Context: an optimization exercise on an open-source flow, tuned for small area, a short achievable clock period and few clock cycles per item. The choices shown serve that exercise and are no tape-out recipe.
Power figures rest on the tool's default switching activity, not on a simulated workload.

==> wip/harbor: inputs <==
// dwibus_codec
module dwibus_codec (
    input  wire         clk,
    input  wire         rst,         
    input  wire         start,       
    input  wire         op,          
    input  wire [7:0]   self_addr,   
    input  wire [479:0] frame_in,
    output wire         ready,
    output reg          done,        
    output wire [7:0]   status,
    output wire [7:0]   crc,
    output wire [479:0] frame_out
);
Settings: LEC_CHECK=0, CAP_MARGIN=20, CORE_AREA=10 10 290 290, DIE_AREA=0 0 300 300, PLACE_DENSITY=0.6, SETUP_SLACK_MARGIN=2.5, SLEW_MARGIN=20; clock period 5.0 ns.
run.sh (not shown) runs the stock make flow with config.mk's settings and CLKGATE_MAP_FILE= SYNTH_SCRIPT=/design/flow/synth_recipe.tcl, a recipe that flattens the netlist after the stock synthesis.
==> wip/violet (differences from wip/harbor) <==
--- a/flow/design.v
+++ b/flow/design.v
@@ -16,13 +16,13 @@
     reg [439:0] img;       
     reg [7:0]   c01_q;     
     reg [7:0]   c01s_q;    
     reg         chk_q;     
     reg [3:0]   pre_q;     
     reg [7:0]   crc_q;
-    reg [7:0]   syn_q;     
+    reg         bad_q;     
     assign ready = ~busy;
     wire p0 = fi[7] ^ fi[12];
     wire p1 = fi[14] ^ fi[15];
     wire p2 = p0 ^ fi[9];
     wire p3 = fi[5] ^ fi[10];
     wire p4 = fi[6] ^ fi[11];
@@ -709,13 +709,13 @@
             c01_q  <= c01_in[7:0];
             c01s_q <= c01_in[15:8];
             chk_q  <= chk_in;
             pre_q  <= pre_in;
         end
         crc_q <= crc_syn[7:0];
-        syn_q <= crc_syn[15:8];
+        bad_q <= |crc_syn[15:8];
     end
-    wire [3:0] st = (chk_q & (|syn_q)) ? 4'h9 : pre_q;
+    wire [3:0] st = (chk_q & bad_q) ? 4'h9 : pre_q;
     assign status    = {3'b000, st[3], 1'b0, st[2:0]};
     assign crc       = crc_q;
     assign frame_out = {8'h0A, 8'h0D, crc_q, img, 8'h55, 8'hAA};
 endmodule
==> flow/config.mk (replaced) <==
export PLATFORM = sky130hd
export DESIGN_NAME = dwibus_codec
export DESIGN_NICKNAME = dwibus_codec
export VERILOG_FILES = /design/flow/design.v
export SDC_FILE = /design/flow/constraint.sdc
export NUM_CORES = 4
export LEC_CHECK = 0
export CAP_MARGIN = 20
export CORE_AREA = 10 10 390 390
export DIE_AREA = 0 0 400 400
export SLEW_MARGIN = 20
==> wip/tundra (differences from wip/harbor) <==
--- a/flow/config.mk
+++ b/flow/config.mk
@@ -6,8 +6,7 @@
 export NUM_CORES = 4
 export LEC_CHECK = 0
 export CAP_MARGIN = 20
 export CORE_AREA = 10 10 290 290
 export DIE_AREA = 0 0 300 300
 export PLACE_DENSITY = 0.6
-export SETUP_SLACK_MARGIN = 2.5
 export SLEW_MARGIN = 20
==> comparison table <==
metric                                                                   wip/tundra               wip/harbor               wip/violet
CTS Sinks                                                                       479                      479                      472
Maximum cell stage delay along the critical path                            0.67 ns                  0.55 ns                  0.67 ns
Crit path time final                                                       3.891 ns                 3.035 ns                 4.386 ns
Share of cell area taken by flip-flops and latches                           42.02%                   40.56%                   40.13%
# placed instances                                                            3,110                    3,109                    3,982
Worst-case setup slack after placement                                     1.026 ns                 1.593 ns                0.5290 ns
Initial Util                                                                 27.50%                   27.50%                   14.71%
Latest clock arrival within the worst-skew pair                             0.60 ns                  0.62 ns                  0.67 ns
# clk buffers                                                                    66                       61                       70
Switching component of the power                                           6.415 mW                 7.108 mW                 7.935 mW
Synthesized area per cell                                                19.03 um^2               19.03 um^2               18.99 um^2
Critical path required time                                                 4.00 ns                  4.00 ns                  5.51 ns
Headroom to the max-slew limit                                               23.42%                   20.32%                   29.91%
Type of destination of the critical path                                 output pin               output pin                     flop
Violation count after the first detailed-routing iteration                      802                      943                      960
Reg-to-reg slack, setup                                                     1.26 ns                  2.20 ns                  0.61 ns
Unique masters post-synth                                                        32                       32                       30
Setup slack of the critical path after layout                              1.109 ns                 1.965 ns                0.6139 ns
Placeable core region                                                   77,590 um^2              77,590 um^2             143,500 um^2
Area after detailed placement                                           32,060 um^2              32,150 um^2              33,040 um^2
Cell-internal power                                                        13.26 mW                 14.24 mW                 13.33 mW
Share of total power in the clock network                                     20.2%                    19.5%                    20.8%
Run status                                                  complete, no violations  complete, no violations  complete, no violations
Critical Path Sink                                                        status[2]                status[2]                    bad_q
No run of this note included a check of the RTL's function; only the layout flow was run.

## afterwards: timing with drivers on the ports
How much do the figures lean on ideal ports? The routed layouts below were timed once more, with nothing changed but the port constraints.
Step 1, drivers: a clkbuf_16 drives clk and a buf_2 each remaining input, both assumed.
Step 2, shift: input delay + t, output delay - t, t = (earliest + latest rising clock arrival at the registers) / 2. This alone moves slack from input paths to output paths.
Slacks: no drivers / after step 1 / after step 2; pairs: no drivers / after step 1.
run	shift t [ns]	slack for setup (ns)	worst register clock-pin slew, ns	worst slew at a driven data input, ns
wip/harbor	0.666	1.965 / 1.900 / 1.933	0.07 / 0.07	0.16
wip/violet	0.751	0.614 / 0.614 / 0.614	0.07 / 0.07	0.23
wip/tundra	0.649	1.109 / 1.045 / 1.260	0.07 / 0.07	0.16
After both steps setup and hold are still met in every run listed. The setup slack of wip/harbor, which loses most, moves by -0.065 ns with the drivers and by -0.032 ns with both steps.
